Optimization exercise on an open flow, not production practice.
RTL: at most simulated, not proved equivalent.
Function not checked: runs 5 to 8.
Power: default activity.

==> design.v <==
module cfe_rx (
    input  wire       clk,
    input  wire       rst,
    input  wire       in_valid,
    input  wire [7:0] in_data,
    output wire       in_ready,
    output wire       out_valid,
    output wire [7:0] out_data,
    output wire       out_last,
    input  wire       clr_ovf,
    output reg        ovf,
    output wire       idle
);
    localparam [7:0] START = 8'h05;
    localparam [7:0] END   = 8'h04;
    localparam [1:0] S_EMPTY = 2'd0;   
    localparam [1:0] S_OPEN  = 2'd1;   
    localparam [1:0] S_END   = 2'd2;   
    localparam [1:0] E_SCAN  = 2'd0;   
    localparam [1:0] E_BODY  = 2'd1;   
    localparam [1:0] E_BCC   = 2'd2;   
    localparam integer FD = 20;        
    reg [7:0] r [0:127];
    reg [6:0] T;                       
    reg [7:0] ib;                      
    reg       ib_proc;                 
    reg       ib_wr;                   
    reg [7:0] ib2;                     
    reg       ib2_wr;
    reg [7:0] nxt;                     
    reg [7:0] P;                       
    reg [7:0] R;                       
    reg [1:0] st;
    reg [7:0] A;                       
    reg [7:0] acc0;                    
    reg       v1, v2;                  
    reg [7:0] p1, p2;
    reg [7:0] a1, a2;
    reg       unt;                     
    reg [7:0] u;
    reg [FD-1:0] fq;                   
    reg [4:0]    fcnt;
    reg [7:0] O;                       
    reg [1:0] es;
    reg       ov, ol;
    reg       ir;                      
    reg       idl;
    assign in_ready  = ir;
    assign idle      = idl;
    assign out_valid = ov;
    assign out_last  = ol;
    assign out_data  = r[127];
    wire take = in_valid && ir;
    integer k;
    always @(posedge clk) begin
        r[0] <= ib2_wr ? ib2 : r[127];
        for (k = 1; k < 128; k = k + 1)
            r[k] <= r[k-1];
    end
    wire [7:0] x      = ib;
    wire       x_st   = x == START;
    wire       x_en   = x == END;
    wire [7:0] acc0x  = acc0 ^ x;
    wire [7:0] a1x    = a1 ^ x;
    wire [7:0] a2x    = a2 ^ x;
    reg [1:0] n_st;
    reg [7:0] n_A, n_acc0, n_p1, n_p2, n_a1, n_a2, n_u, n_P;
    reg       n_v1, n_v2, n_unt;
    reg       rep;                     
    reg [1:0] npush;                   
    reg       pwin;                    
    reg       set_ovf;
    reg       l_v1, l_v2, l_unt;
    reg [7:0] l_p1, l_p2, l_a1, l_a2, l_u;
    always @* begin
        n_st = st; n_A = A; n_acc0 = acc0;
        n_v1 = v1; n_v2 = v2; n_p1 = p1; n_p2 = p2; n_a1 = a1; n_a2 = a2;
        n_unt = unt; n_u = u;
        n_P = P;
        rep = 1'b0; npush = 2'd0; pwin = 1'b0; set_ovf = 1'b0;
        l_v1 = v1; l_v2 = v2; l_unt = unt;
        l_p1 = p1; l_p2 = p2; l_a1 = a1x; l_a2 = a2x; l_u = u;
        if (x_st) begin
            if (!v1 && !unt) begin
                l_v1 = 1'b1; l_p1 = P; l_a1 = x;
            end else if (!v2 && !unt) begin
                l_v2 = 1'b1; l_p2 = P; l_a2 = x;
            end else if (!unt) begin
                l_unt = 1'b1; l_u = P;
            end
        end
        if (ib_proc) begin
            n_P = P + 8'd1;
            case (st)
                S_EMPTY: begin
                    if (x_st) begin
                        n_st = S_OPEN; n_A = P; n_acc0 = x;
                    end
                end
                S_OPEN: begin
                    n_acc0 = acc0x;
                    n_v1 = l_v1; n_p1 = l_p1; n_a1 = l_a1;
                    n_v2 = l_v2; n_p2 = l_p2; n_a2 = l_a2;
                    n_unt = l_unt; n_u = l_u;
                    if (x_en) n_st = S_END;
                    if (P[6:0] + 7'd1 == A[6:0]) begin
                        set_ovf = 1'b1;
                        npush = 2'd1; pwin = 1'b0;
                        if (l_v1) begin
                            n_A = l_p1; n_acc0 = l_a1;
                            n_v1 = l_v2; n_p1 = l_p2; n_a1 = l_a2;
                            n_v2 = 1'b0;
                        end else if (l_unt) begin
                            rep = 1'b1;
                        end else begin
                            n_st = S_EMPTY;
                        end
                    end
                end
                default: begin  
                    n_st = S_EMPTY; n_v1 = 1'b0; n_v2 = 1'b0; n_unt = 1'b0;
                    if (x == acc0) begin
                        npush = 2'd1; pwin = 1'b1;
                    end else if (v1 && x == a1) begin
                        npush = 2'd2; pwin = 1'b1;
                    end else if (v2 && x == a2) begin
                        npush = 2'd3; pwin = 1'b1;
                    end else begin
                        npush = 2'd1 + {1'b0, v1} + {1'b0, v2};
                        pwin = 1'b0;
                        if (unt) begin
                            rep = 1'b1;
                        end else if (x_st) begin
                            n_st = S_OPEN; n_A = P; n_acc0 = x;
                        end
                    end
                end
            endcase
            if (rep) begin
                n_st = S_EMPTY; n_v1 = 1'b0; n_v2 = 1'b0; n_unt = 1'b0;
                n_P = (st == S_OPEN) ? l_u : u;
            end
        end
    end
    wire [7:0] rep_u = (st == S_OPEN) ? l_u : u;
    wire [7:0] F     = (st != S_EMPTY) ? A : P;     
    wire [7:0] y     = r[126];                        
    wire       em_go = (T + 7'd1 == O[6:0]) && (O != F);
    reg        pop;
    reg        n_ov, n_ol;
    reg [1:0]  n_es;
    always @* begin
        pop = 1'b0; n_ov = 1'b0; n_ol = 1'b0; n_es = es;
        if (em_go) begin
            case (es)
                E_SCAN: begin
                    if (y == START) begin
                        pop = 1'b1;
                        if (fq[0]) begin
                            n_ov = 1'b1; n_es = E_BODY;
                        end
                    end
                end
                E_BODY: begin
                    n_ov = 1'b1;
                    if (y == END) n_es = E_BCC;
                end
                default: begin
                    n_ov = 1'b1; n_ol = 1'b1; n_es = E_SCAN;
                end
            endcase
        end
    end
    wire [FD-1:0] fq_p  = pop ? {1'b0, fq[FD-1:1]} : fq;
    wire [4:0]    fc_p  = fcnt - {4'd0, pop};
    wire [4:0]    fc_n  = fc_p + {3'd0, npush};
    wire [4:0]    widx  = fc_n - 5'd1;
    reg  [FD-1:0] fq_n;
    integer j;
    always @* begin
        for (j = 0; j < FD; j = j + 1)
            fq_n[j] = fq_p[j] | (ib_proc && pwin && widx == j);
    end
    wire [7:0] n_nxt  = nxt + {7'd0, take};
    wire       rep_go = ib_proc && rep;
    wire [7:0] n_R0   = rep_go ? rep_u : R;
    wire       ld     = !rep_go && (R != nxt) && (T + 7'd2 == R[6:0]) &&
                        (fc_n <= FD - 3);
    wire [7:0] n_R    = take && !rep_go && R == nxt ? n_nxt :
                        ld ? R + 8'd1 : n_R0;
    wire [6:0] dlt    = nxt[6:0] - T;
    always @(posedge clk) begin
        if (rst) begin
            T <= 7'd0;
            nxt <= 8'd2; P <= 8'd2; R <= 8'd2; O <= 8'd2; A <= 8'd2;
            st <= S_EMPTY; v1 <= 1'b0; v2 <= 1'b0; unt <= 1'b0;
            fq <= {FD{1'b0}}; fcnt <= 5'd0;
            es <= E_SCAN; ov <= 1'b0; ol <= 1'b0;
            ir <= 1'b1; idl <= 1'b1;
            ib_proc <= 1'b0; ib_wr <= 1'b0; ib2_wr <= 1'b0;
            ovf <= 1'b0;
        end else begin
            T <= T + 7'd1;
            nxt <= n_nxt;
            st <= n_st; A <= n_A; acc0 <= n_acc0;
            v1 <= n_v1; v2 <= n_v2; p1 <= n_p1; p2 <= n_p2;
            a1 <= n_a1; a2 <= n_a2; unt <= n_unt; u <= n_u;
            P <= n_P;
            R <= n_R;
            fq <= fq_n; fcnt <= fc_n;
            es <= n_es; ov <= n_ov; ol <= n_ol;
            O <= em_go ? O + 8'd1 : O;
            if (clr_ovf) ovf <= 1'b0;
            if (ib_proc && set_ovf) ovf <= 1'b1;
            ib2 <= ib; ib2_wr <= ib_wr;
            if (take) begin
                ib <= in_data; ib_wr <= 1'b1;
                ib_proc <= !rep_go && (R == nxt);
            end else if (ld) begin
                ib <= r[125]; ib_wr <= 1'b0; ib_proc <= 1'b1;
            end else begin
                ib_wr <= 1'b0; ib_proc <= 1'b0;
            end
            ir <= (take ? dlt == 7'd2 : dlt == 7'd3) &&
                  (n_R == n_nxt) && (fc_n <= FD - 6);
            idl <= !take && !ld && (n_R == n_nxt) && !n_ov &&
                   ((em_go ? O + 8'd1 : O) ==
                    ((n_st != S_EMPTY) ? n_A : n_P));
        end
    end
endmodule
==> run.sh <==
#!/bin/bash
# synth_recipe.tcl (not shown) runs the flow's synth.tcl, then flattens the netlist and writes it again
# the make line also repeats each setting of config.mk as NAME=value (left out here)
make -C /OpenROAD-flow-scripts/flow DESIGN_CONFIG=/design/flow/config.mk WORK_HOME=/design/flow/orfs CLKGATE_MAP_FILE= SYNTH_SCRIPT=/design/flow/synth_recipe.tcl finish
==> config.mk <==
export PLATFORM = sky130hd
export DESIGN_NAME = cfe_rx
export DESIGN_NICKNAME = cfe_rx
export VERILOG_FILES = /design/flow/design.v
export SDC_FILE = /design/flow/constraint.sdc
export NUM_CORES = 4
export LEC_CHECK = 0
export CAP_MARGIN = 20
export CORE_MARGIN = 2
export CORE_UTILIZATION = 40
export SLEW_MARGIN = 20
==> constraint.sdc <==
create_clock -name core_clock -period 9.0 [get_ports {clk}]
set_input_delay 1.8000 -clock core_clock [delete_from_list [all_inputs] [get_ports {clk}]]
set_output_delay 1.8000 -clock core_clock [all_outputs]
set_load 0.01 [all_outputs]
==> results of run 1 <==
## cells in the mapped netlist, drive strengths merged (22+ instances only)
| cell type | number | area, µm² |
|---|---|---|
| xnor2 | 77 | 674 |
| mux2i | 33 | 330 |
| mux2 | 24 | 278 |
| xor2 | 45 | 394 |
| edfxtp | 64 | 1920 |
| inv | 37 | 139 |
| nor3 | 22 | 110 |
| buf | 29 | 185 |
| nand2 | 115 | 437 |
| clkbuf | 34 | 129 |
| nand3 | 38 | 190 |
| o21ai | 41 | 220 |
| a21oi | 57 | 285 |
| dfxtp | 1111 | 22200 |
| nor2 | 107 | 412 |
## layout make-up
class / count / area (µm²)
antenna: 1 / 2.50
inverter: 38 / 143
clock inverter: 48 / 736
tap: 969 / 1210
multi-input combinational: 804 / 5340
timing repair buffer: 34 / 310
clock buffer: 147 / 3050
sequential: 1175 / 24200
fill: 6322 / 39200
## state kept, by name, indices dropped and copies added (netlist names), 7 cells and up
| register | flops |
|---|---|
| r | 1024 |
| a2 | 8 |
| u | 8 |
| acc0 | 8 |
| P | 8 |
| a1 | 8 |
| nxt | 8 |
| ib2 | 8 |
| p1 | 8 |
| A | 8 |
| ib | 8 |
| p2 | 8 |
| O | 8 |
| T | 7 |
| R | 8 |
| fq | 20 |
## where the power goes
group | internal (mW) | switching (mW) | total (mW) | leakage [nW]
Combinational | 0.232 | 0.375 | 0.607 | 2.05
Sequential | 5.34 | 0.0788 | 5.42 | 9.55
Clock | 2.76 | 1.90 | 4.67 | 1.84
Total | 8.33 | 2.36 | 10.7 | 13.4
## through the flow
stage / setup slack (ns) / cell area, µm² / std cells
after CTS: 2.53 / 34900 / 3215
after global routing: 2.00 / 34900 / 3215
final: 2.57 / 34900 / 3216
after floorplan: 3.45 / 29900 / 2080
after detailed placement: 2.61 / 31200 / 3020
after global placement: 2.72 / 31200 / 3020
## worst reg2reg max path, cell delays in order, from the launching register on
cell and delay (ns):
dfxtp_1 0.56, ha_1 0.33, nand4_1 0.22, or3_1 0.46, o2bb2ai_1 0.16, nor4_1 0.52
o21ai_0 0.26, ha_1 0.33, inv_1 0.04, ha_1 0.19, fa_1 0.64, nor3_1 0.25
mux2i_1 0.15, a2111oi_4 0.77, nand4_1 0.21, xnor2_1 0.19, o21ai_0 0.23, nor2_1 0.09
o41ai_2 0.35, o211a_1 0.27, a41o_1 0.16
## worst paths after layout
| check | depth (start not counted) | endpoint | slack, ns |
|---|---|---|---|
| setup / recovery | 20 | idl | 2.57 |
| hold / removal | 0 | r[90][1] | 0.29 |
| setup reg to reg | 20 | idl | 2.57 |
| hold reg to reg | 0 | r[90][1] | 0.29 |
## kinds of logic after synthesis
group / count (synthesis) / share of synthesized area
AOI/OAI and AO/OA: 225 / 0.0519
buffers and inverters: 101 / 0.0153
adders and majority gates: 23 / 0.0100
muxes: 57 / 0.0203
DFF: 1175 / 0.807
xor gates and xnor gates: 122 / 0.0357
and+or+nand+nor: 377 / 0.0594
## layer usage
metal / global-route usage / up-vias
li1: - / 7116
met3: 0.0291 / 92
met5: 0 / -
met1: 0.191 / 6954
met4: 0.0528 / 0
met2: 0.183 / 366
==> metrics.cfg, run 1 <==
[timing]
slew_viol_final = 0
rsz0062_at_grt = false
max_freq_ghz = 0.155
max_slew_margin = 0.291
setup_viol = 0
tns_ns = 0
hold-worst-slack_ns = 0.295
skew_ns = 0.0346
fin_crit_sh = 0.715
timing_hold_violations_final = 0
tightest_slew_ns = 1.06
period_minus_slack_ns = 6.43

[yosys]
synth.net_count = 2114
ys_warn_count = 2
syn-instance-count = 2080
synthFlopType = dfxtp_1
synth-edff-count = 64
synth_seq_cells = 1175
syn-cell-area_um2 = 29900
synthArstFlopShare = 0
synth_cell_types = 85
yosysSeqAreaShare = 0.807
syn_area_per_cell_um2 = 14.4

[worst_setup_path]
path_class = flop to flop
cp_num_buf_inv = 1
critPathCaptureType = flop
r2r-start = P[0]
max_stage_delay_ns = 0.77
crit_start = P[0]
crit_path_frequent_cell = ha_1
critPathRequiredTime_ns = 9.60
worst_ep_arrival_time_ns = 7.03
start_kind = flop
path_cells = ha_1, nand4_1, or3_1, o2bb2ai_1, nor4_1, o21ai_0, ha_1, inv_1, ha_1, fa_1, nor3_1, mux2i_1, a2111oi_4, nand4_1, xnor2_1, o21ai_0, nor2_1, o41ai_2, o211a_1, a41o_1
cp_slowest_cell = a2111oi_4
critPathTopFamily = compound AO/OA/AOI/OAI gates
critPathMaxFanout = 13

[routing]
vias = 14528
wl_met2_um = 20100
ant_nets = 0
drcViolationCount = 0
routed.top_layer = met4
drt_iter0_drc = 799
wl_met1_um = 25400
routed_wl_um = 49800
viasPerCell = 4.52
wire_per_inst_um = 15.5
drt_first_pass_iters = 6
met3_length_um = 2880

[clocking]
post_cts_resize_count = 0
cts_tree = built
hold_buffers = 0
cts_inserted_buffers = 104
path_clk_slew_ns = 0.06
clk-insertion-delay-late_ns = 0.67
cts.sinks = 1175
clock_path_buffers = 3
post-cts-setup-buffers = 0
cts-root-buf = clkbuf_16
htree_num_levels = 3

[grt]
grt_pass1_wl_um = 80000
grt.total_usage = 0.130
antenna_found_initial = 1
grt_pass1_vias = 14412
grt_max_degree = 84
grt_overflow = 0

[worst_hold_path]
hold_path_class = flop to flop
worstHoldStart = r[89][1]

[floorplanning]
dieWidth_um = 278
initial_core_util = 0.403
core_um2 = 74200
fp-row-count = 100
ioPinCount = 25
die_h_um = 278
die_area_um2 = 77000

[placed_design]
numPortBuffers = 24
dp_hpwl_um = 30000
routabilityCongestion = 0.819

[power_and_ir_drop]
p_total_mw = 10.7
irDropWorstVdd_mv = 0.162
power_density_nw_per_um2 = 306
p_leak_nw = 13.4

[layout]
drive_gt1_frac = 0.108
area_delta_synth_final_pct = 16.8
final_core_util = 0.471
final_cell_mix = 1111 x dfxtp_1, 113 x nand2_1, 105 x clkbuf_16
num-nets-final = 2191
final_common_cell = dfxtp_1

[run_status]
status = no timing/DRC/antenna violations

[job]
drv_cap = 0

Testbench counts, summed over its fixed seeds: cycles 49,142.
==> inputs of run 2 (changes only) <==
--- a/design.v
+++ b/design.v
@@ -21,3 +21,3 @@
     localparam [1:0] E_BCC   = 2'd2;   
-    localparam integer FD = 20;        
+    localparam integer FD = 24;        
     reg [7:0] r [0:127];
@@ -74,2 +74,5 @@
     reg [7:0] l_p1, l_p2, l_a1, l_a2, l_u;
+    wire ovfc = P[6:0] + 7'd1 == A[6:0];   
+    wire might_rep = ib_proc && unt &&
+                     (st == S_END || (st == S_OPEN && ovfc && !v1));
     always @* begin
@@ -105,3 +108,3 @@
                     if (x_en) n_st = S_END;
-                    if (P[6:0] + 7'd1 == A[6:0]) begin
+                    if (ovfc) begin
                         set_ovf = 1'b1;
@@ -173,6 +176,15 @@
     end
+    wire [FD+1:0] fdec;                
+    genvar g;
+    generate
+        for (g = 0; g < FD + 2; g = g + 1) begin : g_dec
+            if (g == 0) assign fdec[g] = 1'b0;
+            else        assign fdec[g] = (fcnt == g - 1);
+        end
+    endgenerate
+    wire sh_m1 = pop  && npush == 2'd1;               
+    wire sh_0  = pop  ? npush == 2'd2 : npush == 2'd1;
+    wire sh_p1 = pop  ? npush == 2'd3 : npush == 2'd2;
+    wire sh_p2 = !pop && npush == 2'd3;
     wire [FD-1:0] fq_p  = pop ? {1'b0, fq[FD-1:1]} : fq;
-    wire [4:0]    fc_p  = fcnt - {4'd0, pop};
-    wire [4:0]    fc_n  = fc_p + {3'd0, npush};
-    wire [4:0]    widx  = fc_n - 5'd1;
     reg  [FD-1:0] fq_n;
@@ -181,12 +193,18 @@
         for (j = 0; j < FD; j = j + 1)
-            fq_n[j] = fq_p[j] | (ib_proc && pwin && widx == j);
-    end
+            fq_n[j] = fq_p[j] | (ib_proc && pwin &&
+                      ((sh_m1 && fdec[j+2]) || (sh_0 && fdec[j+1]) ||
+                       (sh_p1 && fdec[j]) || (sh_p2 && j >= 1 && fdec[j-1])));
+    end
+    wire [4:0] fc_n = fcnt - {4'd0, pop} + {3'd0, npush};
     wire [7:0] n_nxt  = nxt + {7'd0, take};
     wire       rep_go = ib_proc && rep;
-    wire [7:0] n_R0   = rep_go ? rep_u : R;
-    wire       ld     = !rep_go && (R != nxt) && (T + 7'd2 == R[6:0]) &&
-                        (fc_n <= FD - 3);
-    wire [7:0] n_R    = take && !rep_go && R == nxt ? n_nxt :
-                        ld ? R + 8'd1 : n_R0;
-    wire [6:0] dlt    = nxt[6:0] - T;
+    wire       ld_nom = (R != nxt) && (T + 7'd2 == R[6:0]) &&
+                        (fcnt <= FD - 6) && !take;
+    wire       ld     = ld_nom && !rep_go;
+    wire [7:0] n_R    = rep_go ? rep_u :
+                        (take && R == nxt) ? n_nxt :
+                        ld ? R + 8'd1 : R;
+    wire       al2    = nxt[6:0] == T + 7'd2;
+    wire       al3    = nxt[6:0] == T + 7'd3;
+    wire       rdone  = (R == nxt) || (ld_nom && R + 8'd1 == nxt);
     always @(posedge clk) begin
@@ -223,7 +241,5 @@
             end
-            ir <= (take ? dlt == 7'd2 : dlt == 7'd3) &&
-                  (n_R == n_nxt) && (fc_n <= FD - 6);
-            idl <= !take && !ld && (n_R == n_nxt) && !n_ov &&
-                   ((em_go ? O + 8'd1 : O) ==
-                    ((n_st != S_EMPTY) ? n_A : n_P));
+            ir  <= (take ? al2 : al3) && rdone && !might_rep &&
+                   (fcnt <= FD - 9);
+            idl <= !take && !ib_proc && !ld_nom && (R == nxt) && (O == F);
         end
--- a/config.mk
+++ b/config.mk
@@ -10,2 +10,3 @@
 export CORE_UTILIZATION = 40
+export SETUP_SLACK_MARGIN = 5
 export SLEW_MARGIN = 20
==> metrics.cfg, run 2 <==
[clocking]
hold_buffers = 0
htree_num_levels = 3
clock_path_buffers = 3
cts_tree = built
clk-insertion-delay-late_ns = 0.67
cts.sinks = 1179
cts-root-buf = clkbuf_16
path_clk_slew_ns = 0.07
cts_inserted_buffers = 105

[layout]
largestRegisters = r (1024), fq (24)
regMostFlops = r
final_cells = 3362
largest_register_ffs = 1024
final_area_um2 = 36000
drive_gt1_frac = 0.136
num-nets-final = 2276
area_delta_synth_final_pct = 16.9
final_core_util = 0.474
final_cell_mix = 1108 x dfxtp_1, 129 x nand2_1, 106 x clkbuf_16
antennaDiodeCount = 0
final_common_cell = dfxtp_1

[timing]
skew_ns = 0.0458
max_slew_margin = 0.326
period_minus_slack_ns = 3.82
setup_viol = 0
fin_crit_sh = 0.424
tns_ns = 0
setup_ws_ns = 5.18
slew_viol_final = 0
timing_hold_violations_final = 0
max_freq_ghz = 0.262
hold-worst-slack_ns = 0.289
tightest_slew_ns = 1.01
rsz0062_at_grt = false

[floorplanning]
core_um2 = 76100
die_h_um = 282
initial_core_util = 0.405
dieWidth_um = 282
fp-row-count = 101
die_area_um2 = 79300
ioPinCount = 25

[power_and_ir_drop]
p_total_mw = 10.9
pwr-share-comb = 0.073
power_density_nw_per_um2 = 301
seqPwrFrac = 0.506
p_leak_nw = 13.8
p_int_mw = 8.28
irDropWorstVdd_mv = 0.197
switching_share = 0.237
power_switching_mw = 2.58
clkPwrFrac = 0.421

[worst_setup_path]
path_class = input pin to flop
crit_start = rst
r2r-start = P[0]
worst_ep_arrival_time_ns = 4.41
start_kind = input pin
critPathRequiredTime_ns = 9.59
critPathMaxFanout = 11
critPathCaptureType = flop

[worst_hold_path]
hold_path_class = flop to flop
worstHoldStart = r[92][2]

[placed_design]
dp_hpwl_um = 30800
numPortBuffers = 24
dp_slack_ns = 3.67
placed_cells = 3154
place_area_um2 = 32100
routabilityCongestion = 0.808

[routing]
viasPerCell = 4.58
drt_iter0_drc = 1065
wire_per_inst_um = 15.4
ant_nets = 0
drcViolationCount = 0
routed_wl_um = 51900
vias = 15405
drt_first_pass_iters = 5

[grt]
grt_overflow = 0
grt_max_degree = 64
grt.total_usage = 0.133
antenna_found_initial = 0
grt_pass1_wl_um = 84800
grt_pass1_vias = 15501

[yosys]
syn_area_per_cell_um2 = 14.2
synth_cell_types = 91
synth_seq_cells = 1179
synthFlopType = dfxtp_1
syn-instance-count = 2177
synth_area_leaders = dfxtp_1 72%, edfxtp_1 6.2%, xnor2_1 2.4%, mux2_2 1.8%, nand2_1 1.6%
yosysSeqAreaShare = 0.787
synth.net_count = 2211
yosysTopAreaCell = dfxtp_1
synthArstFlopShare = 0
syn-cell-area_um2 = 30800
synth.most_common_cell = dfxtp_1
synthDominantCellAreaShare = 0.724
ys_warn_count = 3
synth-edff-count = 64
ys_top_cells_by_count = 1115 x dfxtp_1, 130 x nand2_1, 96 x nor2_1

[job]
drv_cap = 0

[run_status]
status = no timing/DRC/antenna violations

run 2: per-layer routing:
layer,vias up,track usage,part of all wire
li1,7528,-,-
met1,7411,0.199,0.52
met2,380,0.185,0.40
met3,86,0.0282,0.057
met4,0,0.0561,0.025
met5,-,0,0
run 2: final timing paths:
check | cells after the start | slack [ns] | end
max | 10 | 5.18 | fq[13]
min | 0 | 0.29 | r[93][2]
max reg2reg | 18 | 5.24 | fcnt[4]
min reg2reg | 0 | 0.29 | r[93][2]
run 2: logic make-up (layout without fill, tap and decap cells):
family / Yosys count / after routing / share of synthesized area
compound gates: 235 / 235 / 0.0564
xor+xnor: 119 / 119 / 0.0348
fa+ha+maj: 22 / 22 / 0.00918
buf+inv: 125 / 280 / 0.0172
flops: 1179 / 1179 / 0.787
mux: 72 / 72 / 0.0254
simple gates: 425 / 425 / 0.0705
run 2: what timing repair did:
action / 4_1_cts / 5_1_grt
pin swaps: 1 / 1
gates resized for setup: 18 / 27
cloned: 0 / 1
endpoints found under the setup margin: 39 / 21
buffers inserted: 5 / 5
run 2: cell type report:
cell class	count	area, µm²
flip-flops and latches	1179	24300
clock inverters	60	774
multi-input cells	873	6190
inverters	34	148
well taps	1030	1290
fillers	6675	40000
clock buffers	137	2910
repair buffers	49	463
run 2: critical path, cell delays in order:
cell,delay [ns]
clkbuf_4,0.22
and3b_1,0.33
and4_1,0.22
nor3b_1,0.64
nor3_1,0.12
buf_4,0.22
a311o_1,0.33
mux2i_1,0.26
o21a_1,0.18
a211o_1,0.08
run 2: power groups by stage:
stage                     combinational, mW  sequential, mW  clock (mW)
after detailed placement              0.740            5.61           0
final                                 0.794            5.50        4.57
after global placement                0.735            5.61           0
after global routing                  0.865            5.51        4.91
after floorplan                       0.607            5.52           0
after CTS                             0.765            5.50        4.70
Testbench counts of run 2, summed over its fixed seeds: cycles 49,271.
==> inputs of run 3 (changes only) <==
--- a/config.mk
+++ b/config.mk
@@ -10,3 +10,4 @@
 export CORE_UTILIZATION = 40
-export SETUP_SLACK_MARGIN = 5
+export CTS_BUF_LIST = sky130_fd_sc_hd__clkbuf_8
+export CTS_CLUSTER_SIZE = 20
 export SLEW_MARGIN = 20
==> metrics.cfg, run 3 <==
[power_and_ir_drop]
p_leak_nw = 13.8
p_int_mw = 7.84
p_total_mw = 10.3
power_density_nw_per_um2 = 291
switching_share = 0.240
seqPwrFrac = 0.533
power_switching_mw = 2.48
clkPwrFrac = 0.396
pwr-share-comb = 0.071
irDropWorstVdd_mv = 0.173

[yosys]
yosysTopAreaCell = dfxtp_1
syn-cell-area_um2 = 30800
synth-edff-count = 64
synth_area_leaders = dfxtp_1 72%, edfxtp_1 6.2%, xnor2_1 2.4%, mux2_2 1.8%, nand2_1 1.6%
synth_seq_cells = 1179
synth.net_count = 2211
syn-instance-count = 2177
synth_cell_types = 91
synthFlopType = dfxtp_1
syn_area_per_cell_um2 = 14.2
synth.most_common_cell = dfxtp_1
ys_warn_count = 3
yosysSeqAreaShare = 0.787
synthArstFlopShare = 0
ys_top_cells_by_count = 1115 x dfxtp_1, 130 x nand2_1, 96 x nor2_1
synthDominantCellAreaShare = 0.724

[floorplanning]
dieWidth_um = 282
initial_core_util = 0.405
core_um2 = 76100
die_area_um2 = 79300
fp-row-count = 101
ioPinCount = 25
die_h_um = 282

[routing]
viasPerCell = 4.56
routed_wl_um = 52200
drt_iter0_drc = 934
drcViolationCount = 0
ant_nets = 0
vias = 15696
wire_per_inst_um = 15.2
drt_first_pass_iters = 5

[clocking]
clock_path_buffers = 3
clk-insertion-delay-late_ns = 0.77
post-cts-setup-buffers = 0
path_clk_slew_ns = 0.06
cts_tree = built
hold_buffers = 0
htree_num_levels = 4
cts-root-buf = clkbuf_8
post_cts_resize_count = 0
cts.sinks = 1179
cts_inserted_buffers = 166

[timing]
slew_viol_final = 0
max_slew_margin = 0.262
hold-worst-slack_ns = 0.310
max_freq_ghz = 0.220
tns_ns = 0
tightest_slew_ns = 1.09
rsz0062_at_grt = false
timing_hold_violations_final = 0
skew_ns = 0.0256
setup_viol = 0
fin_crit_sh = 0.505
period_minus_slack_ns = 4.55

[worst_setup_path]
critPathRequiredTime_ns = 9.39
start_kind = input pin
worst_ep_arrival_time_ns = 4.93
path_class = input pin to flop
critPathCaptureType = flop
critPathMaxFanout = 15

[layout]
largestRegisters = r (1024), fq (24)
num-nets-final = 2327
final_common_cell = dfxtp_1
area_delta_synth_final_pct = 15.0
regMostFlops = r
largest_register_ffs = 1024
fill_cells = 6798
drive_gt1_frac = 0.138
final_cell_mix = 1115 x dfxtp_1, 193 x clkbuf_8, 130 x nand2_1

[run_status]
status = no timing/DRC/antenna violations

[placed_design]
numPortBuffers = 24
routabilityCongestion = 0.812
dp_hpwl_um = 30700

[worst_hold_path]
hold_path_class = flop to flop

[job]
drv_cap = 0

[grt]
antenna_found_initial = 3
grt_pass1_wl_um = 85400
grt_pass1_vias = 15845
grt.total_usage = 0.135
grt_max_degree = 64
grt_overflow = 0

## run 3: changes by cell type in the layout (fill, tap and decap cells not counted), moves of 4 or more
cell / previous run / this run
dfxtp_1: 1108 / 1115
buf_4: 22 / 14
clkinv_2: 22 / 14
clkbuf_8: 16 / 193
clkinv_16: 5 / 0
clkbuf_1: 16 / 0
inv_1: 31 / 87
inv_4: 4 / 0
inv_6: 7 / 2
clkbuf_16: 106 / 0
dfxtp_2: 4 / 0
## run 3: worst paths after layout
check | slack [ns] | start | cells after the start | to
worst max-delay path | 4.45 | in_valid | 8 | ib[6]
worst max register to register | 4.61 | P[0] | 18 | fcnt[4]
worst min register to register | 0.31 | r[68][7] | 0 | r[69][7]
worst min-delay path | 0.31 | r[68][7] | 0 | r[69][7]
## run 3: through the flow
stage	utilization	instances	setup WS [ns]	instance area [µm²]
finish	0.466	3444	4.45	35500
global route	0.466	3444	4.23	35500
CTS	0.466	3442	4.53	35400
detailed placement	0.421	3154	3.68	32100
global placement	0.421	3154	3.77	32100
floorplan	-	2177	4.89	30800
## run 3: layout make-up
cell class                      instances  area (µm²)  share of cell area
Inverter                               34         128             0.00360
Clock buffer                          193        2660              0.0749
Multi-Input combinational cell        873        6060               0.171
Tap cell                             1030        1290              0.0363
Antenna cell                            1        2.50           0.0000706
Clock inverter                         95         727              0.0205
Timing Repair Buffer                   39         348             0.00981
Sequential cell                      1179       24200               0.684
## run 3: worst max-delay path, cell delays in order
cell	delay, ns
clkdlybuf4s50_1	0.42
nand2_1	0.21
inv_1	0.38
nor4_1	0.43
nand3_1	0.18
a2111oi_4	0.65
a21oi_1	0.14
nor2_1	0.72
## run 3: power groups by stage
stage	Sequential, mW	Combinational [mW]	Clock (mW)
after global routing	5.51	0.793	4.48
after CTS	5.50	0.731	4.25
after detailed placement	5.62	0.726	0
final	5.50	0.734	4.08
after global placement	5.62	0.723	0
after floorplan	5.52	0.607	0
## run 3: logic make-up (layout without fill, tap and decap cells)
kind of cell	count (synthesis)	in the layout	share of synthesized area
DFF	1179	1179	0.787
and+or+nand+nor	425	425	0.0705
AOI/OAI and AO/OA	235	235	0.0564
buffers and inverters	125	361	0.0172
xor gates and xnor gates	119	119	0.0348
muxes	72	72	0.0254
adders and majority gates	22	22	0.00918
other	0	1	0
## run 3: per-layer routing
layer  track usage  share of wire  wire length [µm]
met4        0.0563          0.022              1150
met3        0.0363          0.055              2860
met1         0.201           0.51             26800
met5             0              0                 0
met2         0.185           0.41             21400
==> inputs of run 4 (changes only) <==
--- a/config.mk
+++ b/config.mk
@@ -10,4 +10,2 @@
 export CORE_UTILIZATION = 40
-export CTS_BUF_LIST = sky130_fd_sc_hd__clkbuf_8
-export CTS_CLUSTER_SIZE = 20
 export SLEW_MARGIN = 20
==> metrics.cfg, run 4 <==
[worst_setup_path]
path_class = input pin to flop
cp_num_buf_inv = 2
regToRegEndpoint = fcnt[4]
r2r_setup_slack_ns = 4.58
cp_slowest_cell = nor2_1
critPathRequiredTime_ns = 9.28
reg2reg_depth = 18
critPathMaxFanout = 15
critPathCaptureType = flop
r2r-start = P[0]
critPathTopFamily = simple AND/OR/NAND/NOR gates
path_cells = clkdlybuf4s50_1, nand2_1, inv_1, nor4_1, nand3_1, a2111oi_4, a21oi_1, nor2_1
worst_ep_arrival_time_ns = 5.04
max_stage_delay_ns = 0.75
start_kind = input pin

[timing]
max_slew_margin = 0.293
rsz0062_at_grt = false
slew_viol_final = 0
skew_ns = 0.0313
setup_viol = 0
period_minus_slack_ns = 4.77
tightest_slew_ns = 1.05
max_freq_ghz = 0.210
tns_ns = 0
fin_crit_sh = 0.530
timing_hold_violations_final = 0

[placed_design]
dp_hpwl_um = 30700
routabilityCongestion = 0.812
placed_cells = 3154
numPortBuffers = 24

[job]
drv_cap = 0

[layout]
regArea_um2 = 24200
final_common_cell = dfxtp_1
final_cell_mix = 1115 x dfxtp_1, 130 x nand2_1, 110 x clkbuf_16
regMostFlops = r
fill_cells = 6719
antennaDiodeCount = 0
num-nets-final = 2265
area_delta_synth_final_pct = 15.6
multi_input_area_um2 = 6060
largest_register_ffs = 1024
drive_gt1_frac = 0.117
final_cells = 3347
largestRegisters = r (1024), fq (24)

[yosys]
synth_cell_types = 91
syn-instance-count = 2177
synth_seq_cells = 1179
synth-edff-count = 64
ys_warn_count = 3
synth.most_common_cell = dfxtp_1
yosysSeqAreaShare = 0.787
syn-cell-area_um2 = 30800
synthArstFlopShare = 0
syn_area_per_cell_um2 = 14.2
synthFlopType = dfxtp_1
synth.net_count = 2211
synth_area_leaders = dfxtp_1 72%, edfxtp_1 6.2%, xnor2_1 2.4%, mux2_2 1.8%, nand2_1 1.6%
ys_top_cells_by_count = 1115 x dfxtp_1, 130 x nand2_1, 96 x nor2_1
yosysTopAreaCell = dfxtp_1
synthDominantCellAreaShare = 0.724

[routing]
routed_wl_um = 51900
vias = 15337
drcViolationCount = 0
viasPerCell = 4.58
drt_iter0_drc = 957
wire_per_inst_um = 15.5
drt_first_pass_iters = 5
ant_nets = 0

[clocking]
post-cts-setup-buffers = 0
cts_tree = built
path_clk_slew_ns = 0.06
cts.sinks = 1179
hold_buffers = 0
cts_inserted_buffers = 104
cts-root-buf = clkbuf_16
post_cts_resize_count = 0
htree_num_levels = 3
clock_path_buffers = 3
clk-insertion-delay-late_ns = 0.65

[floorplanning]
ioPinCount = 25
dieWidth_um = 282
core_um2 = 76100
die_h_um = 282
fp-row-count = 101
initial_core_util = 0.405
die_area_um2 = 79300

[grt]
top_usage_layer = met1
grt_max_degree = 64
grt.total_usage = 0.133
gr-usage-met3 = 0.0273
met1_usage = 0.201
antenna_found_initial = 3
met2_usage = 0.185
grt_pass1_vias = 15220
grt_pass1_wl_um = 84200
grt_overflow = 0

[run_status]
status = no timing/DRC/antenna violations

[power_and_ir_drop]
irDropWorstVdd_mv = 0.221
p_leak_nw = 13.6
power_density_nw_per_um2 = 300

[worst_hold_path]
hold_path_end = r[31][0]
holdPathStages = 0
hold_path_class = flop to flop
worstHoldStart = r[30][0]

## run 4: cell counts after synthesis
Identical to the previous run, type by type.
## run 4: worst max path at each step
stage               startpoint  endpoint  slack [ns]  cells past startpoint
detailed placement    in_valid     ib[6]        3.68                      8
finish                in_valid     ib[0]        4.23                      8
floorplan                  rst    fq[14]        4.89                     12
global route          in_valid     ib[0]        4.09                      8
global placement      in_valid     ib[4]        3.77                      8
CTS                   in_valid     ib[0]        4.38                      8
## run 4: logic make-up after synthesis
| family | share of synthesized area |
|---|---|
| DFF | 0.787 |
| and+or+nand+nor | 0.0705 |
| AOI/OAI and AO/OA | 0.0564 |
| buffers and inverters | 0.0172 |
| xor gates and xnor gates | 0.0348 |
| muxes | 0.0254 |
| adders and majority gates | 0.00918 |
## run 4: area by class of cell
cell class	count	area share
clock buffer	148	0.0863
sequential	1179	0.680
timing repair buffer	39	0.00976
clock inverter	44	0.0136
tap	1030	0.0362
multi-input combinational	873	0.170
inverter	34	0.00358
## run 4: per-layer routing
layer,share of wire,vias to the layer above,wire [µm]
met4,0.024,0,1260
li1,-,7510,-
met5,0,-,0
met1,0.52,7367,27000
met2,0.40,356,21000
met3,0.051,104,2650
## run 4: per-stage QoR
step / worst slack (ns) / total power [mW] / utilization / hold WS, ns / cell area, µm²
2_1_floorplan: 4.89 / 6.13 / - / 0.310 / 30800
3_3_place_gp: 3.77 / 6.34 / 0.421 / 0.310 / 32100
3_5_place_dp: 3.68 / 6.34 / 0.421 / 0.312 / 32100
4_1_cts: 4.38 / 10.8 / 0.468 / 0.308 / 35600
5_1_grt: 4.09 / 11.1 / 0.468 / 0.309 / 35600
6_report: 4.23 / 10.7 / 0.468 / 0.304 / 35600
## run 4: where the power goes
group / internal (mW) / switching, mW
logic: 0.263 / 0.473
clock network: 2.55 / 1.89
registers: 5.37 / 0.129
total: 8.19 / 2.49
==> inputs of run 5 (changes only) <==
--- a/design.v
+++ b/design.v
@@ -197,14 +197,29 @@
     end
-    wire [4:0] fc_n = fcnt - {4'd0, pop} + {3'd0, npush};
-    wire [7:0] n_nxt  = nxt + {7'd0, take};
+    reg [4:0] fc_n;
+    always @* begin
+        case ({pop, npush})
+            3'b000: fc_n = fcnt;
+            3'b001: fc_n = fcnt + 5'd1;
+            3'b010: fc_n = fcnt + 5'd2;
+            3'b011: fc_n = fcnt + 5'd3;
+            3'b100: fc_n = fcnt - 5'd1;
+            3'b101: fc_n = fcnt;
+            3'b110: fc_n = fcnt + 5'd1;
+            default: fc_n = fcnt + 5'd2;
+        endcase
+    end
     wire       rep_go = ib_proc && rep;
-    wire       ld_nom = (R != nxt) && (T + 7'd2 == R[6:0]) &&
-                        (fcnt <= FD - 6) && !take;
-    wire       ld     = ld_nom && !rep_go;
-    wire [7:0] n_R    = rep_go ? rep_u :
-                        (take && R == nxt) ? n_nxt :
-                        ld ? R + 8'd1 : R;
+    wire       r_eq   = R == nxt;
+    wire       ld_nom = !r_eq && (T + 7'd2 == R[6:0]) && (fcnt <= FD - 6);
+    wire [7:0] nxt1   = nxt + 8'd1;
+    wire [7:0] R_t    = r_eq ? nxt1 : R;
+    wire [7:0] R_nt   = ld_nom ? R + 8'd1 : R;
+    wire [7:0] n_R    = rep_go ? rep_u : (take ? R_t : R_nt);
     wire       al2    = nxt[6:0] == T + 7'd2;
     wire       al3    = nxt[6:0] == T + 7'd3;
-    wire       rdone  = (R == nxt) || (ld_nom && R + 8'd1 == nxt);
+    wire       ir_ok  = !might_rep && (fcnt <= FD - 9);
+    wire       ir_t   = al2 && r_eq && ir_ok;
+    wire       ir_nt  = al3 && (r_eq || (ld_nom && R + 8'd1 == nxt)) && ir_ok;
+    wire       pr_t   = !rep_go && r_eq;
+    wire       pr_nt  = ld_nom && !rep_go;
     always @(posedge clk) begin
@@ -221,3 +236,2 @@
             T <= T + 7'd1;
-            nxt <= n_nxt;
             st <= n_st; A <= n_A; acc0 <= n_acc0;
@@ -233,13 +247,8 @@
             ib2 <= ib; ib2_wr <= ib_wr;
-            if (take) begin
-                ib <= in_data; ib_wr <= 1'b1;
-                ib_proc <= !rep_go && (R == nxt);
-            end else if (ld) begin
-                ib <= r[125]; ib_wr <= 1'b0; ib_proc <= 1'b1;
-            end else begin
-                ib_wr <= 1'b0; ib_proc <= 1'b0;
-            end
-            ir  <= (take ? al2 : al3) && rdone && !might_rep &&
-                   (fcnt <= FD - 9);
-            idl <= !take && !ib_proc && !ld_nom && (R == nxt) && (O == F);
+            ib      <= take ? in_data : r[125];
+            ib_wr   <= take;
+            ib_proc <= take ? pr_t : pr_nt;
+            nxt     <= take ? nxt1 : nxt;
+            ir  <= take ? ir_t : ir_nt;
+            idl <= !take && !ib_proc && r_eq && (O == F);
         end
--- a/config.mk
+++ b/config.mk
@@ -10,2 +10,3 @@
 export CORE_UTILIZATION = 40
+export SETUP_SLACK_MARGIN = 5
 export SLEW_MARGIN = 20
==> metrics.cfg, run 5 <==
[run_status]
status = no timing/DRC/antenna violations

[yosys]
ys_warn_count = 3
syn-cell-area_um2 = 31100
synth_area_leaders = dfxtp_1 72%, edfxtp_1 6.2%, xnor2_1 2.3%, nand2_1 1.9%, nor2_1 1.3%
yosysTopAreaCell = dfxtp_1
synth.most_common_cell = dfxtp_1
syn_area_per_cell_um2 = 13.6
syn-instance-count = 2288
synth_cell_types = 78
synthFlopType = dfxtp_1
synthDominantCellAreaShare = 0.719
synthArstFlopShare = 0
synth.net_count = 2319
synth-edff-count = 64
synth_seq_cells = 1179
yosysSeqAreaShare = 0.780
ys_top_cells_by_count = 1115 x dfxtp_1, 157 x nand2_1, 109 x nor2_1

[worst_hold_path]
hold_path_class = flop to flop

[floorplanning]
fp-row-count = 102
initial_core_util = 0.402
core_um2 = 77200
ioPinCount = 25
die_h_um = 283
dieWidth_um = 283
die_area_um2 = 79900

[clocking]
htree_num_levels = 3
path_clk_slew_ns = 0.06
cts.sinks = 1179
clock_path_buffers = 3
hold_buffers = 0
cts_tree = built
clk-insertion-delay-late_ns = 0.66
cts-root-buf = clkbuf_16
cts_inserted_buffers = 105

[power_and_ir_drop]
clkPwrFrac = 0.436
p_leak_nw = 13.5
pwr-share-comb = 0.042
seqPwrFrac = 0.522
power_switching_mw = 2.24
irDropWorstVdd_mv = 0.169
p_int_mw = 8.24
switching_share = 0.214
power_density_nw_per_um2 = 291

[worst_setup_path]
critPathCaptureType = flop
start_kind = flop
worst_ep_arrival_time_ns = 4.58
critPathMaxFanout = 9
path_class = flop to flop
critPathRequiredTime_ns = 9.55

[routing]
routed_wl_um = 55700
drt_iter0_drc = 1178
wire_per_inst_um = 16.1
ant_nets = 0
drcViolationCount = 0
drt_first_pass_iters = 7
viasPerCell = 4.68
vias = 16169

[layout]
area_delta_synth_final_pct = 15.8
regMostFlops = r
num-nets-final = 2356
final_common_cell = dfxtp_1
antennaDiodeCount = 0
drive_gt1_frac = 0.105
multi_input_area_um2 = 6330
final_core_util = 0.466
largestRegisters = r (1024), fq (24)
regArea_um2 = 24300
largest_register_ffs = 1024
final_cell_mix = 1110 x dfxtp_1, 157 x nand2_1, 106 x nor2_1
fill_cells = 6727

[timing]
fin_crit_sh = 0.447
period_minus_slack_ns = 4.02
tns_ns = 0
setup_viol = 0
max_slew_margin = 0.248
timing_hold_violations_final = 0
setup_ws_ns = 4.98
tightest_slew_ns = 1.12
skew_ns = 0.0313
max_freq_ghz = 0.249
rsz0062_at_grt = true
slew_viol_final = 0
hold-worst-slack_ns = 0.305

[grt]
grt_overflow = 0
grt.total_usage = 0.140
grt_pass1_wl_um = 88800
grt_pass1_vias = 16138
grt_max_degree = 76
antenna_found_initial = 0

[placed_design]
routabilityCongestion = 0.879
numPortBuffers = 24
dp_hpwl_um = 33500
dp_slack_ns = 4.35

[job]
drv_cap = 0

## run 5: cell types whose count changed in the layout (fill, tap and decap cells not counted), moves of 9 or more
| cell | before | now |
|---|---|---|
| and3_1 | 6 | 16 |
| o21ai_0 | 33 | 55 |
| nand3_1 | 37 | 62 |
| nor2_1 | 95 | 106 |
| inv_1 | 33 | 22 |
| bufinv_16 | 5 | 14 |
| nand2_1 | 130 | 157 |
| a21oi_1 | 37 | 54 |
| mux2_2 | 49 | 35 |
## run 5: worst max-delay path, cell delays in order, from the launching register on
cell and delay (ns):
dfxtp_1 0.43, ha_4 0.25, and4_4 0.21, and3_4 0.17
or4_4 0.53, or4_4 0.51, or3_4 0.44, a21boi_1 0.20
inv_1 0.09, fa_1 0.41, nor2_1 0.14, xnor2_1 0.10
o211ai_1 0.20, nand3_1 0.11, a21oi_1 0.15
## run 5: cell families after synthesis
group	share of synthesized area
flip-flops	0.780
AND/OR/NAND/NOR	0.0750
AO/OA/AOI/OAI	0.0636
buffers and inverters	0.0175
XOR/XNOR	0.0348
multiplexers	0.0207
adder cells (fa/ha/maj)	0.00790
## run 5: area by class of cell
class | count | share of cell area
Clock buffer | 141 | 0.0813
Multi-Input combinational cell | 977 | 0.176
Tap cell | 1040 | 0.0362
Sequential cell | 1179 | 0.674
Inverter | 24 | 0.00264
Clock inverter | 54 | 0.0201
Timing Repair Buffer | 38 | 0.00946
## run 5: final timing paths
check	depth (start not counted)	slack, ns	end	startpoint
setup / recovery	14	4.98	fcnt[4]	T[2]
hold / removal	0	0.30	r[125][1]	r[124][1]
setup reg to reg	14	4.98	fcnt[4]	T[2]
hold reg to reg	0	0.30	r[125][1]	r[124][1]
## run 5: power groups by stage
stage	logic (mW)	clock network [mW]	registers [mW]
floorplan	0.379	0	5.49
global placement	0.424	0	5.58
detailed placement	0.429	0	5.58
CTS	0.434	4.70	5.47
global route	0.482	4.89	5.47
finish	0.437	4.57	5.47
## run 5: per-layer routing
metal / share of wire / track usage / up-vias
li1: - / - / 7843
met1: 0.48 / 0.197 / 7776
met2: 0.43 / 0.208 / 409
met3: 0.050 / 0.0282 / 141
met4: 0.036 / 0.0625 / 0
met5: 0 / 0 / -
## run 5: per-stage QoR
step	total power [mW]	area (µm²)	instances
floorplan	5.87	31100	2288
global placement	6.00	32300	3257
detailed placement	6.01	32300	3257
CTS	10.6	36000	3453
global route	10.8	36000	3453
finish	10.5	36000	3453
## run 5: timing repair
action | in CTS | in global routing
cloned | 0 | 0
setup endpoints to repair | 2 | 22
pin swaps | 2 | 0
setup buffers | 1 | 0
resized for setup | 11 | 4
==> inputs of run 6 (changes only) <==
--- a/config.mk
+++ b/config.mk
@@ -10,2 +10,4 @@
 export CORE_UTILIZATION = 40
+export CTS_CLUSTER_DIAMETER = 70
+export CTS_CLUSTER_SIZE = 30
 export SETUP_SLACK_MARGIN = 5
==> metrics.cfg, run 6 <==
[placed_design]
dp_hpwl_um = 33500
routabilityCongestion = 0.879
numPortBuffers = 24
dp_slack_ns = 4.35

[yosys]
yosysTopAreaCell = dfxtp_1
synth_cell_types = 78
ys_warn_count = 3
syn_area_per_cell_um2 = 13.6
synth-edff-count = 64
synthArstFlopShare = 0
yosysSeqAreaShare = 0.780
syn-cell-area_um2 = 31100
synth_area_leaders = dfxtp_1 72%, edfxtp_1 6.2%, xnor2_1 2.3%, nand2_1 1.9%, nor2_1 1.3%
synth.most_common_cell = dfxtp_1
ys_top_cells_by_count = 1115 x dfxtp_1, 157 x nand2_1, 109 x nor2_1
syn-instance-count = 2288
synthDominantCellAreaShare = 0.719
synth_seq_cells = 1179
synth.net_count = 2319
synthFlopType = dfxtp_1

[routing]
drt_first_pass_iters = 5
routed_wl_um = 54700
wire_per_inst_um = 16.3
drt_iter0_drc = 1196
ant_nets = 0
drcViolationCount = 0
vias = 15775
viasPerCell = 4.72

[layout]
area_delta_synth_final_pct = 9.58
final_cell_mix = 1106 x dfxtp_1, 157 x nand2_1, 106 x nor2_1
regMostFlops = r
final_core_util = 0.441
largestRegisters = r (1024), fq (24)
largest_register_ffs = 1024
num-nets-final = 2311
final_common_cell = dfxtp_1
drive_gt1_frac = 0.0712

[timing]
setup_viol = 0
timing_hold_violations_final = 0
period_minus_slack_ns = 3.96
fin_crit_sh = 0.439
hold-worst-slack_ns = 0.302
skew_ns = 0.0703
max_slew_margin = 0.264
rsz0062_at_grt = true
tns_ns = 0
setup_ws_ns = 5.04
tightest_slew_ns = 1.10
max_freq_ghz = 0.253
slew_viol_final = 0

[floorplanning]
dieWidth_um = 283
ioPinCount = 25
initial_core_util = 0.402
fp-row-count = 102
core_um2 = 77200
die_area_um2 = 79900
die_h_um = 283

[power_and_ir_drop]
p_leak_nw = 12.5
p_total_mw = 8.69
power_density_nw_per_um2 = 255
irDropWorstVdd_mv = 0.161

[worst_setup_path]
max_stage_delay_ns = 0.53
start_kind = flop
critPathMaxFanout = 9
cp_num_buf_inv = 1
path_cells = ha_2, and4_4, and3_4, or4_4, or4_4, or3_4, a21boi_1, inv_1, fa_1, nor2_1, xnor2_1, nand2_1, nand3_1, a21oi_1
critPathRequiredTime_ns = 9.44
cp_slowest_cell = or4_4
worst_ep_arrival_time_ns = 4.40
crit_path_frequent_cell = or4_4
critPathTopFamily = simple AND/OR/NAND/NOR gates
path_class = flop to flop
critPathCaptureType = flop

[grt]
grt_pass1_wl_um = 86600
grt_pass1_vias = 15516
grt.total_usage = 0.136
antenna_found_initial = 0
grt_overflow = 0
grt_max_degree = 76

[worst_hold_path]
hold_path_class = flop to flop

[clocking]
htree_num_levels = 2
cts-root-buf = clkbuf_16
cts_tree = built
cts.sinks = 1179
clock_path_buffers = 3
path_clk_slew_ns = 0.09
cts_inserted_buffers = 53
hold_buffers = 0
clk-insertion-delay-late_ns = 0.65

[run_status]
status = no timing/DRC/antenna violations

[job]
drv_cap = 0

run 6: per-stage QoR:
step	cells	instance area (µm²)
floorplan	2288	31100
global route	3344	34000
finish	3345	34000
CTS	3340	34000
global placement	3257	32300
detailed placement	3257	32300
run 6: kinds of logic (layout without fill, tap and decap cells):
logic type	Yosys count	count (layout)	synth area share
DFF	1179	1179	0.780
other	0	1	0
xor gates and xnor gates	122	122	0.0348
buffers and inverters	132	148	0.0175
AOI/OAI and AO/OA	288	288	0.0636
muxes	60	60	0.0207
and+or+nand+nor	488	488	0.0750
adders and majority gates	19	19	0.00790
run 6: worst paths after layout:
check,start,end,slack [ns],cells past startpoint
hold / removal,r[114][0],r[115][0],0.30,0
setup reg to reg,T[2],fcnt[4],5.04,14
setup / recovery,T[2],fcnt[4],5.04,14
hold reg to reg,r[114][0],r[115][0],0.30,0
run 6: area by class of cell:
cell class / count / area [µm²]
clock inverter: 17 / 265
antenna: 1 / 2.50
timing repair buffer: 45 / 393
multi-input combinational: 977 / 6330
sequential: 1179 / 24300
tap: 1040 / 1300
fill: 6874 / 43200
inverter: 24 / 95.1
clock buffer: 62 / 1390
run 6: routing by layer:
layer | vias to the layer above | GRT usage | share of wire
met2 | 340 | 0.206 | 0.43
met1 | 7635 | 0.196 | 0.49
met3 | 103 | 0.0214 | 0.044
met4 | 0 | 0.0480 | 0.028
li1 | 7697 | - | -
met5 | - | 0 | 0
run 6: power breakdown:
group,internal [mW],switching (mW),total (mW)
combinational,0.187,0.254,0.441
clock,1.19,1.60,2.78
sequential,5.35,0.113,5.46
run 6: repair_timing:
action                     4_1_cts  5_1_grt
pin swaps                        2        1
setup buffers                    4        4
resized for setup               15        7
setup endpoints to repair        4       11
run 6: worst register-to-register path: stages, from the launching register on:
cell and delay (ns):
dfxtp_2 0.38, ha_2 0.25, and4_4 0.22, and3_4 0.17
or4_4 0.53, or4_4 0.50, or3_4 0.44, a21boi_1 0.18
inv_1 0.09, fa_1 0.41, nor2_1 0.14, xnor2_1 0.17
nand2_1 0.09, nand3_1 0.13, a21oi_1 0.08
==> inputs of run 7 (changes only) <==
--- a/design.v
+++ b/design.v
@@ -24,2 +24,5 @@
     reg [6:0] T;                       
+    reg       oq;                      
+    reg       lq;                      
+    reg [6:0] dlt;                     
     reg [7:0] ib;                      
@@ -150,3 +153,3 @@
     wire [7:0] y     = r[126];                        
-    wire       em_go = (T + 7'd1 == O[6:0]) && (O != F);
+    wire       em_go = oq && (O != F);
     reg        pop;
@@ -212,3 +215,3 @@
     wire       r_eq   = R == nxt;
-    wire       ld_nom = !r_eq && (T + 7'd2 == R[6:0]) && (fcnt <= FD - 6);
+    wire       ld_nom = !r_eq && lq && (fcnt <= FD - 6);
     wire [7:0] nxt1   = nxt + 8'd1;
@@ -217,4 +220,7 @@
     wire [7:0] n_R    = rep_go ? rep_u : (take ? R_t : R_nt);
-    wire       al2    = nxt[6:0] == T + 7'd2;
-    wire       al3    = nxt[6:0] == T + 7'd3;
+    wire       al2    = dlt == 7'd2;
+    wire       al3    = dlt == 7'd3;
+    wire [6:0] T3     = T + 7'd3;
+    wire       n_lq   = rep_go ? T3 == rep_u[6:0] :
+                        (ld_nom && !take) || T3 == R[6:0];
     wire       ir_ok  = !might_rep && (fcnt <= FD - 9);
@@ -226,3 +232,3 @@
         if (rst) begin
-            T <= 7'd0;
+            T <= 7'd0; oq <= 1'b0; lq <= 1'b0; dlt <= 7'd2;
             nxt <= 8'd2; P <= 8'd2; R <= 8'd2; O <= 8'd2; A <= 8'd2;
@@ -236,2 +242,5 @@
             T <= T + 7'd1;
+            oq <= em_go || (T + 7'd2 == O[6:0]);
+            lq <= n_lq;
+            dlt <= take ? dlt : dlt - 7'd1;
             st <= n_st; A <= n_A; acc0 <= n_acc0;
--- a/config.mk
+++ b/config.mk
@@ -10,4 +10,2 @@
 export CORE_UTILIZATION = 40
-export CTS_CLUSTER_DIAMETER = 70
-export CTS_CLUSTER_SIZE = 30
 export SETUP_SLACK_MARGIN = 5
==> metrics.cfg, run 7 <==
[worst_setup_path]
reg2reg_depth = 11
critPathCaptureType = flop
cp_slowest_cell = edfxtp_1
r2r-start = ib[3]
critPathRequiredTime_ns = 9.59
regToRegEndpoint = fcnt[4]
path_cells = xor2_1, nor4_1, nand4_1, o221ai_1, a21oi_4, a22o_4, fa_1, mux2_2, or3_1, o2111ai_1, o211a_1
worst_ep_arrival_time_ns = 4.40
start_kind = flop
max_stage_delay_ns = 0.60
r2r_setup_slack_ns = 5.19
critPathMaxFanout = 9
path_class = flop to flop

[worst_hold_path]
holdPathStages = 0
hold_path_end = r[117][2]
worstHoldStart = r[116][2]
hold_path_class = flop to flop

[floorplanning]
dieWidth_um = 284
die_area_um2 = 80700
die_h_um = 284
fp-row-count = 102
ioPinCount = 25
core_um2 = 77600
initial_core_util = 0.404

[grt]
antenna_found_initial = 3
grt.total_usage = 0.129
grt_max_degree = 75
grt_pass1_vias = 15980
grt_overflow = 0
grt_pass1_wl_um = 85800

[timing]
skew_ns = 0.0530
hold-worst-slack_ns = 0.281
timing_hold_violations_final = 0
setup_viol = 0
fin_crit_sh = 0.424
period_minus_slack_ns = 3.81
max_freq_ghz = 0.262
rsz0062_at_grt = false
tns_ns = 0
max_slew_margin = 0.254
slew_viol_final = 0
tightest_slew_ns = 1.11

[yosys]
synth_cell_types = 80
syn-instance-count = 2269
synth_xor_area_frac = 0.0315
synthArstFlopShare = 0
ys_warn_count = 3
synth_top_family_by_area = simple AND/OR/NAND/NOR gates
syn_area_per_cell_um2 = 13.8
synthAdderAreaFrac = 0.00901
synth.net_count = 2303
synth_compound_area_frac = 0.0656
yosysTopAreaCell = dfxtp_1
synth_simple_gate_area_share = 0.0658
synth-edff-count = 64
yosysSeqAreaShare = 0.778
syn-cell-area_um2 = 31400
synthFlopType = dfxtp_1
ys_top_cells_by_count = 1124 x dfxtp_1, 141 x nor2_1, 111 x nand2_1
synth_seq_cells = 1188
synthMuxAreaShare = 0.0296
synthDominantCellAreaShare = 0.717
synth_area_leaders = dfxtp_1 72%, edfxtp_1 6.1%, xnor2_1 1.9%, mux2i_1 1.9%, nor2_1 1.7%
synth.most_common_cell = dfxtp_1

[power_and_ir_drop]
clkPwrFrac = 0.438
seqPwrFrac = 0.528
irDropWorstVdd_mv = 0.157
switching_share = 0.215
p_leak_nw = 13.7
pwr-share-comb = 0.034
p_int_mw = 8.13
power_switching_mw = 2.22
power_density_nw_per_um2 = 285
p_total_mw = 10.4

[clocking]
clock_path_buffers = 3
clk-insertion-delay-late_ns = 0.67
htree_num_levels = 3
cts-root-buf = clkbuf_16
cts_tree = built
cts_inserted_buffers = 107
path_clk_slew_ns = 0.06
hold_buffers = 0
cts.sinks = 1188

[layout]
final_core_util = 0.468
antennaDiodeCount = 0
final_cells = 3446
fill_cells = 6781
drive_gt1_frac = 0.117
largestRegisters = r (1024), fq (24)
final_cell_mix = 1119 x dfxtp_1, 141 x nor2_1, 111 x nand2_1
area_delta_synth_final_pct = 15.7
multi_input_area_um2 = 6390
regMostFlops = r
num-nets-final = 2353
final_common_cell = dfxtp_1
regArea_um2 = 24400
largest_register_ffs = 1024

[routing]
viasPerCell = 4.60
ant_nets = 0
routed_wl_um = 51800
wire_per_inst_um = 15.0
wl_met2_um = 21200
drt_iter0_drc = 1040
drcViolationCount = 0
vias = 15839
routed.top_layer = met5
met3_length_um = 2920
wl_met1_um = 26000
drt_first_pass_iters = 5

[run_status]
status = no timing/DRC/antenna violations

[job]
drv_cap = 0

[placed_design]
numPortBuffers = 24
placed_cells = 3244
routabilityCongestion = 0.832
dp_hpwl_um = 29800

## run 7: cell count changes after synthesis, moves of 10 or more
cell and change:
a311oi_1 -10, o31ai_1 +11, nand2_1 -46, nor2_1 +32
clkbuf_1 -14, a221oi_1 +14, mux2i_1 +34, nand3_1 -12
nor3_1 -11, xnor2_1 -14
## run 7: final cells by class
cell class,instances,area share
Tap cell,1040,0.0358
Clock buffer,153,0.0874
Sequential cell,1188,0.673
Clock inverter,43,0.0141
Timing Repair Buffer,43,0.0105
Inverter,33,0.00341
Multi-Input combinational cell,946,0.176
## run 7: layer usage
metal	vias to the layer above	track usage
li1	7774	-
met1	7587	0.185
met2	353	0.184
met3	119	0.0343
met4	6	0.0536
met5	-	0
## run 7: kinds of logic after synthesis
group | count (synthesis)
compound gates | 287
xor+xnor | 113
fa+ha+maj | 22
buf+inv | 135
flops | 1188
mux | 89
simple gates | 435
## run 7: worst max-delay path by stage
stage / from / to / slack [ns] / depth (start not counted)
5_1_grt: r[126][7] / fcnt[3] / 5.00 / 16
6_report: ib[3] / fcnt[4] / 5.19 / 11
3_3_place_gp: in_valid / R[0] / 4.51 / 8
4_1_cts: P[1] / fcnt[4] / 5.05 / 13
2_1_floorplan: P[1] / fcnt[4] / 5.22 / 12
3_5_place_dp: in_valid / R[0] / 4.41 / 8
## run 7: worst max-delay path: cells and delay by family, from the launching register on
family / cells / cell delay (ns)
adders and majority gates: 1 / 0.47
DFF: 1 / 0.60
xor gates and xnor gates: 1 / 0.24
and+or+nand+nor: 3 / 0.88
AOI/OAI and AO/OA: 5 / 1.24
muxes: 1 / 0.30
## run 7: power groups by stage
stage	Clock, mW	Sequential (mW)	Combinational [mW]
final	4.54	5.47	0.349
after global routing	4.89	5.48	0.388
after floorplan	0	5.54	0.270
after detailed placement	0	5.58	0.335
after CTS	4.67	5.47	0.342
after global placement	0	5.58	0.329
## run 7: timing repair
item,4_1_cts,5_1_grt
endpoints found under the setup margin,3,6
gates resized for setup,6,8
pin swaps,1,2
setup buffers,2,4
## run 7: per-stage QoR
stage	worst slack, ns	instance area, µm²
4_1_cts	5.05	36300
3_5_place_dp	4.41	32500
5_1_grt	5.00	36300
6_report	5.19	36300
2_1_floorplan	5.22	31400
3_3_place_gp	4.51	32500
==> inputs of run 8 (changes only) <==
--- a/design.v
+++ b/design.v
@@ -21,3 +21,3 @@
     localparam [1:0] E_BCC   = 2'd2;   
-    localparam integer FD = 24;        
+    localparam integer FD = 20;        
     reg [7:0] r [0:127];
@@ -225,3 +225,8 @@
                         (ld_nom && !take) || T3 == R[6:0];
-    wire       ir_ok  = !might_rep && (fcnt <= FD - 9);
+    wire       mp_end = ib_proc && st == S_END;
+    wire       mp_ovf = ib_proc && st == S_OPEN && ovfc;
+    wire       f_ok   = mp_end ? (v2 ? fcnt <= FD - 9 :
+                                   v1 ? fcnt <= FD - 8 : fcnt <= FD - 7) :
+                        mp_ovf ? fcnt <= FD - 7 : fcnt <= FD - 6;
+    wire       ir_ok  = !might_rep && f_ok;
     wire       ir_t   = al2 && r_eq && ir_ok;
@@ -231,5 +236,11 @@
     always @(posedge clk) begin
+        ib2 <= ib;
+        ib  <= take ? in_data : r[125];
+        A <= n_A; acc0 <= n_acc0;
+        p1 <= n_p1; p2 <= n_p2; a1 <= n_a1; a2 <= n_a2; u <= n_u;
+    end
+    always @(posedge clk) begin
         if (rst) begin
             T <= 7'd0; oq <= 1'b0; lq <= 1'b0; dlt <= 7'd2;
-            nxt <= 8'd2; P <= 8'd2; R <= 8'd2; O <= 8'd2; A <= 8'd2;
+            nxt <= 8'd2; P <= 8'd2; R <= 8'd2; O <= 8'd2;
             st <= S_EMPTY; v1 <= 1'b0; v2 <= 1'b0; unt <= 1'b0;
@@ -245,5 +256,4 @@
             dlt <= take ? dlt : dlt - 7'd1;
-            st <= n_st; A <= n_A; acc0 <= n_acc0;
-            v1 <= n_v1; v2 <= n_v2; p1 <= n_p1; p2 <= n_p2;
-            a1 <= n_a1; a2 <= n_a2; unt <= n_unt; u <= n_u;
+            st <= n_st;
+            v1 <= n_v1; v2 <= n_v2; unt <= n_unt;
             P <= n_P;
@@ -255,4 +265,3 @@
             if (ib_proc && set_ovf) ovf <= 1'b1;
-            ib2 <= ib; ib2_wr <= ib_wr;
-            ib      <= take ? in_data : r[125];
+            ib2_wr  <= ib_wr;
             ib_wr   <= take;
--- a/config.mk
+++ b/config.mk
@@ -10,2 +10,4 @@
 export CORE_UTILIZATION = 40
+export CTS_CLUSTER_DIAMETER = 70
+export CTS_CLUSTER_SIZE = 30
 export SETUP_SLACK_MARGIN = 5
==> metrics.cfg, run 8 <==
[run_status]
status = no timing/DRC/antenna violations

[grt]
grt_overflow = 0
grt.total_usage = 0.129
grt_max_degree = 56
grt_pass1_wl_um = 83000
antenna_found_initial = 0

[yosys]
syn-instance-count = 2282
syn-cell-area_um2 = 31000
synthDominantCellAreaShare = 0.728
synth_simple_gate_area_share = 0.0719
synth-edff-count = 56
ys_top_cells_by_count = 1128 x dfxtp_1, 169 x nand2_1, 115 x nor2_1
synth.most_common_cell = dfxtp_1
synth.net_count = 2318
synth_seq_cells = 1184
synth_top_family_by_area = simple AND/OR/NAND/NOR gates
synthFlopType = dfxtp_1
synthAdderAreaFrac = 0.00992
synth_cell_types = 76
yosysSeqAreaShare = 0.782
ys_warn_count = 3
synth_area_leaders = dfxtp_1 73%, edfxtp_1 5.4%, nand2_1 2.0%, xnor2_1 1.8%, nor2_1 1.4%

[timing]
fin_crit_sh = 0.414
period_minus_slack_ns = 3.72
timing_hold_violations_final = 0
slew_viol_final = 0
skew_ns = 0.0534
max_slew_margin = 0.260
tns_ns = 0

[layout]
antennaDiodeCount = 0
final_area_um2 = 33900
regMostFlops = r
largest_register_ffs = 1024
area_delta_synth_final_pct = 9.35
largestRegisters = r (1024), fq (20)
drive_gt1_frac = 0.0657
num-nets-final = 2313
final_cell_mix = 1125 x dfxtp_1, 168 x nand2_1, 113 x nor2_1

[power_and_ir_drop]
p_leak_nw = 12.7
irDropWorstVdd_mv = 0.170

[worst_setup_path]
worst_ep_arrival_time_ns = 4.26
path_cells = xor2_1, nor4_2, a21boi_2, buf_4, a22oi_1, buf_4, mux2i_4, fa_1, nor2_1, mux2i_1, xor2_1, mux2i_1, nand2_1, a21oi_1
critPathTopFamily = simple AND/OR/NAND/NOR gates
cp_num_buf_inv = 2
critPathMaxFanout = 40
max_stage_delay_ns = 0.58
start_kind = flop
cp_slowest_cell = dfxtp_1
critPathRequiredTime_ns = 9.53
path_class = flop to flop

[clocking]
htree_num_levels = 2
hold_buffers = 0
path_clk_slew_ns = 0.11
cts-root-buf = clkbuf_16
cts_tree = built
clk-insertion-delay-late_ns = 0.65
post-cts-setup-buffers = 0
cts_inserted_buffers = 54
cts.sinks = 1184

[placed_design]
routabilityCongestion = 0.848
dp_hpwl_um = 30800

[floorplanning]
fp-row-count = 102
ioPinCount = 25
die_area_um2 = 79800

[routing]
drt_iter0_drc = 884
vias = 15481
routed_wl_um = 51100
wire_per_inst_um = 15.3
viasPerCell = 4.64
ant_nets = 0
drt_first_pass_iters = 5

[run 8: cell types whose count changed after synthesis, sizes merged, moves of 16 or more]
cell    change
nand2      +55
nor2       -26
mux2i      -25
a21oi      +24
clkbuf     -17
o31ai      -17
nand3      -16
[run 8: metal layers]
metal  global-route usage  part of all wire  up-vias
li1                     -                 -     7621
met1                0.193              0.52     7447
met2                0.188              0.41      333
met3               0.0240             0.049       80
met4               0.0421             0.024        0
met5                    0                 0        -
[run 8: power by group]
group | switching (mW) | leakage (nW) | total [mW] | internal [mW]
sequential | 0.0876 | 9.60 | 5.44 | 5.35
clock | 1.57 | 0.795 | 2.74 | 1.17
combinational | 0.238 | 2.29 | 0.399 | 0.161
total | 1.90 | 12.7 | 8.58 | 6.68
[run 8: logic make-up (layout without fill, tap and decap cells)]
group | after synthesis | after routing
compound gates | 305 | 305
xor+xnor | 109 | 109
fa+ha+maj | 24 | 24
buf+inv | 132 | 149
flops | 1184 | 1184
mux | 62 | 62
simple gates | 466 | 466
[run 8: final cells by class]
| type | instances | area, µm² | share of cell area |
|---|---|---|---|
| well taps | 1040 | 1300 | 0.0384 |
| flip-flops and latches | 1184 | 24300 | 0.715 |
| multi-input cells | 966 | 6260 | 0.185 |
| clock inverters | 16 | 208 | 0.00612 |
| repair buffers | 38 | 340 | 0.0100 |
| inverters | 33 | 124 | 0.00365 |
| clock buffers | 62 | 1420 | 0.0420 |
[run 8: metrics by stage]
step | power [mW] | util | hold slack, ns | setup slack [ns] | cells
floorplan | 5.83 | - | 0.310 | 5.87 | 2282
global placement | 5.95 | 0.418 | 0.311 | 5.03 | 3261
detailed placement | 5.95 | 0.418 | 0.312 | 4.95 | 3261
CTS | 8.68 | 0.440 | 0.290 | 5.11 | 3339
global route | 8.92 | 0.440 | 0.287 | 5.01 | 3339
finish | 8.58 | 0.440 | 0.288 | 5.28 | 3339
[run 8: timing repair]
item | CTS | global route
resized for setup | 2 | 8
setup endpoints to repair | 3 | 12
cloned | 0 | 0
pin swaps | 0 | 1
[run 8: final timing paths]
kind | from | end | slack (ns) | cells after the start
setup / recovery | ib[7] | fcnt[4] | 5.28 | 14
hold / removal | r[115][0] | r[116][0] | 0.29 | 0
setup reg to reg | ib[7] | fcnt[4] | 5.28 | 14
hold reg to reg | r[115][0] | r[116][0] | 0.29 | 0
[run 8: worst register-to-register path, cell delays in order (launching register included)]
cell and delay [ns]:
dfxtp_1 0.58, xor2_1 0.14, nor4_2 0.50, a21boi_2 0.09, buf_4 0.28, a22oi_1 0.25, buf_4 0.32, mux2i_4 0.19
fa_1 0.44, nor2_1 0.19, mux2i_1 0.11, xor2_1 0.16, mux2i_1 0.15, nand2_1 0.06, a21oi_1 0.15
